From an optimization exercise on the open Yosys and OpenROAD flow, aimed at small area, a short achievable clock period and few clock cycles per item; shortcuts taken in it are not production practice.
Where RTL was checked, it was by simulation tests only, not by an equivalence proof against the original.
Power figures rest on the tool's default switching activity, not on a simulated workload.

== v28 ==
Design hpd_pd_engine, start of the top module:
module hpd_pd_engine (
    input  wire         clk,
    input  wire         rst,
    input  wire         ht_we,
    input  wire [3:0]   ht_idx,
    input  wire         ht_valid,
    input  wire [3:0]   ht_len,
    input  wire [11:0]  ht_pat,
    input  wire [7:0]   ht_code,
    input  wire [7:0]   ltidx,
    input  wire         cmd_valid,
    input  wire [1:0]   cmd_op,
    output wire         cmd_ready,
    input  wire         in_valid,
    input  wire [7:0]   in_data,
    input  wire         in_last,
    output reg          in_ready,
    output wire         done,
    output reg          pvalid,
    output reg          hdr,
    output reg  [4:0]   err_code,
    output reg  [15:0]  err_ptr,
    output reg  [15:0]  bitptr,
    output reg          inchain,
    output reg  [3:0]   ccount,
    output reg  [15:0]  pcount,
    output reg  [15:0]  derrcnt,
    output wire [511:0] acc
);
    localparam NSLOT = 64;
    localparam C     = 33;       
    localparam OP_INIT = 2'd0;
    localparam OP_STEP = 2'd1;
    localparam E_NONE       = 5'h00;
    localparam E_HUF_SHORT  = 5'h01;
    localparam E_HUF_LONG   = 5'h02;
    localparam E_SIGN_BAD   = 5'h03;
    localparam E_SIGN_SHORT = 5'h04;
    localparam E_PD_RANGE   = 5'h06;
    localparam E_PD_HDR_LEN = 5'h07;
    localparam E_CFG_LTIDX  = 5'h12;
    localparam S_CLR  = 3'd0;    
    localparam S_IDLE = 3'd1;
    localparam S_MARK = 3'd2;    
    localparam S_HDR  = 3'd3;
    localparam S_CONT = 3'd4;
    localparam S_FIN  = 3'd5;    
    localparam S_DONE = 3'd6;
    reg  [15:0]  tkv;
    reg  [3:0]   tl  [0:15];
    reg  [11:0]  tp  [0:15];
    reg  [7:0]   tc  [0:15];
    reg  [7:0]   acc_r [0:NSLOT-1];
    reg  [7:0]   sav   [0:NSLOT-1];
    reg  [2:0]   state;
    reg  [7:0]   stc;        
    reg  [15:0]  cnt;        
    reg  [6:0]   sl1;        
    reg  [C-1:0] bb;         
    reg  [5:0]   avail;      
    reg  [13:0]  bbn;        
    reg          last_seen;
    reg          rflag;      
    reg          eadj;       
    reg  [4:0]   ecode;
    reg  [4:0]   eoff;
    reg          v2;
    reg          neg2;
    reg          big2;
    reg  [3:0]   c1_2;
    reg  [15:0]  m2_2;       
    reg  [11:1]  H2_2;       
    reg          e1r;        
  ...
For scale: roughly 640 I/O pins, about 0.078 mm^2 of cells after synthesis.
Settings: LEC_CHECK=0, CAP_MARGIN=20, CORE_MARGIN=2, CORE_UTILIZATION=40, SETUP_SLACK_MARGIN=4, SLEW_MARGIN=20; clock period 12.0 ns.
run.sh (not shown) runs the stock make flow with config.mk's settings and CLKGATE_MAP_FILE= SYNTH_SCRIPT=/design/flow/synth_recipe.tcl, a recipe that flattens the netlist after the stock synthesis.
Testbench counts of v28, summed over its fixed seeds: cycles 69,122, packets 968.
Input-level comparison between v1 and v28:
--- a/flow/design.v
+++ b/flow/design.v
@@ -49,25 +49,24 @@
     reg  [15:0]  tkv;
     reg  [3:0]   tl  [0:15];
     reg  [11:0]  tp  [0:15];
     reg  [7:0]   tc  [0:15];
     reg  [7:0]   acc_r [0:NSLOT-1];
     reg  [7:0]   sav   [0:NSLOT-1];
     reg  [2:0]   state;
     reg  [7:0]   stc;        
     reg  [15:0]  cnt;        
     reg  [6:0]   sl1;        
     reg  [C-1:0] bb;         
     reg  [5:0]   avail;      
-    reg  [13:0]  bbn;        
     reg          last_seen;
     reg          rflag;      
     reg          eadj;       
     reg  [4:0]   ecode;
     reg  [4:0]   eoff;
     reg          v2;
     reg          neg2;
     reg          big2;
     reg  [3:0]   c1_2;
     reg  [15:0]  m2_2;       
     reg  [11:1]  H2_2;       
     reg          e1r;        
@@ -97,25 +96,25 @@
             zcount[0] = (~H[1] & H[2]) | (~H[3] & H[4]) | (~H[5] & H[6]) |
                         (~H[7] & H[8]) | (~H[9] & H[10]) | (~H[11] & H[12]);
         end
     endfunction
     reg  [11:0]  w1, w2;
     reg  [15:0]  m1, m2, ml1, ml2_2;
     reg  [12:1]  H1, H2;
     reg  [7:0]   code1;
     reg          seen1;
     integer      k, n, k2, n2i, n3, n4;
     always @(*) begin
         for (k = 0; k < 16; k = k + 1)
-            m1[k] = tkv[k] & (((w1 ^ ~tp[k]) & tm[k]) == 12'd0);
+            m1[k] = tkv[k] & (((w1 ^ tp[k]) & tm[k]) == 12'd0);
         for (n = 1; n <= 11; n = n + 1) begin
             H1[n] = 1'b0;
             for (k = 0; k < 16; k = k + 1)
                 H1[n] = H1[n] | (m1[k] & ~tm[k][11-n]);
         end
         H1[12] = |m1;
         for (k = 0; k < 16; k = k + 1) begin
             ml1[k] = m1[k];
             for (n = 1; n <= 11; n = n + 1)
                 ml1[k] = ml1[k] & ~(H1[n] & tm[k][11-n]);
         end
         seen1 = 1'b0;
@@ -131,28 +130,28 @@
         for (n2i = 1; n2i <= 11; n2i = n2i + 1) begin
             H2[n2i] = 1'b0;
             for (k2 = 0; k2 < 16; k2 = k2 + 1)
                 H2[n2i] = H2[n2i] | (m2[k2] & ~tm[k2][11-n2i]);
         end
         H2[12] = |m2;
     end
     wire         in_fire = in_valid & in_ready;
     wire         act1   = (state == S_CONT) & ~sl1[6] & ~e1r;
     wire         bin    = in_fire & act1;
     wire         fin    = last_seen;
     wire         a2     = (avail >= 6'd2);
-    wire         sbad   = ~bbn[13];
-    wire         neg1   = ~bbn[12];
+    wire         sbad   = bb[C-1];
+    wire         neg1   = bb[C-2];
     wire [5:0]   r1     = avail - 6'd2;      
-    always @(*) w1 = bbn[11:0];
+    always @(*) w1 = bb[C-3 -: 12];
     wire [3:0]   z1     = zcount(H1);        
     wire         any1   = H1[12];
     reg          fit1;                       
     always @(*) begin
         fit1 = any1 & (r1 >= 6'd12);
         for (n3 = 1; n3 <= 11; n3 = n3 + 1)
             fit1 = fit1 | (H1[n3] & (r1 == n3));
     end
     wire         long1  = ~any1 & (r1 >= 6'd12);
     wire [12:1]  F1     = H1 & ~{H1[11:1], 1'b0};   
     integer      n5;
     always @(*) begin
@@ -378,30 +377,28 @@
                                 state   <= S_DONE;
                             end else begin
                                 fail(E_PD_HDR_LEN, (cnt == 16'hFFFF) ? 16'hFFFF : cnt_add);
                                 rflag <= 1'b1;
                                 state <= S_FIN;
                             end
                         end
                     end
                 end
                 S_CONT: begin
                     if (cons) begin
                         bb    <= bbc;
-                        bbn   <= ~bbc[C-1 -: 14];
                         avail <= avc;
                         sl1   <= sl1 + 7'd1;
                     end else begin
                         bb    <= bbi;
-                        bbn   <= ~bbi[C-1 -: 14];
                         avail <= av0;
                     end
                     v2   <= cons;
                     neg2 <= neg1;
                     big2 <= |code1[7:4];
                     c1_2 <= code1[3:0];
                     m2_2 <= m2;
                     H2_2 <= H2[11:1];
                     z1_2 <= z1;
                     z2_2 <= z2;
                     if (!e1r) begin
                         ecode <= (v2 && !ok2) ? E_PD_RANGE : e1code;
@@ -447,25 +444,24 @@
             if (mark_now) begin
                 if (in_data == marker_hdr) begin
                     hdr <= 1'b1;
                     cnt <= 16'd0;
                     if (in_last) begin
                         fail(E_PD_HDR_LEN, 16'd0);
                         state <= S_DONE;
                     end else begin
                         state <= S_HDR;
                     end
                 end else if (inchain) begin
                     bb    <= {C{1'b0}};
-                    bbn   <= 14'h3FFF;
                     avail <= 6'd0;
                     cnt   <= 16'd0;
                     sl1   <= 7'd0;
                     v2    <= 1'b0;
                     e1r   <= 1'b0;
                     state <= S_CONT;
                 end else begin
                     state <= in_last ? S_DONE : S_FIN;
                 end
             end
         end
     end
==> run summary <==
- NOTE routed wire length v28->v1 decreased by a few percent
- Any difference in area share of xor/xnor cells in the synthesized design between v1 and v28 is small enough to ignore.
- Cell area after placement in v1 vs v28: down 0.0019 mm^2
- Looking at worst setup slack across both flows, v1 is the weaker of the two, with v28 ahead.
- Between v1 and v28, it is v1 whose sequential cell count is lower, by 14.
- The average wire per standard cell reported for v1 is smaller than that of v28 by 2.6%.
- Note that the total power recorded for v28 amounts to 0.901 times the value seen in v1.
Only the layout flow was run in v1; the RTL was not checked for function there.

what the ideal ports hide:
The flow's constraints put no driver on any port. The routed layouts listed below were extracted and timed again, unchanged, in two steps. Step 1 sets driving cells, clkbuf_16 on the clock port and buf_2 on the other inputs (assumed; they add their load-dependent delay and slew). Step 2 moves the port delays by t, midway between the first and last clock arrival at a register: inputs arrive t later, outputs are due t later. That takes back most of the time a late clock gives input paths. a / b / c = ideal ports / drivers / drivers and shift; a / b = the first two.
run | t, ns | setup WS [ns] | worst register clock-pin slew, ns | worst data-port slew with drivers (ns) | cell pins on the clock port's net
v28 | 0.937 | 3.787 / 3.787 / 3.484 | 0.08 / 0.08 | 0.22 | 1
v1 | 0.910 | 3.770 / 3.770 / 3.770 | 0.07 / 0.07 | 0.08 | 1
After both steps every run listed still meets setup and hold. For v28, which loses most, drivers alone change the setup slack by 0.000 ns; drivers and shift together by -0.303 ns.
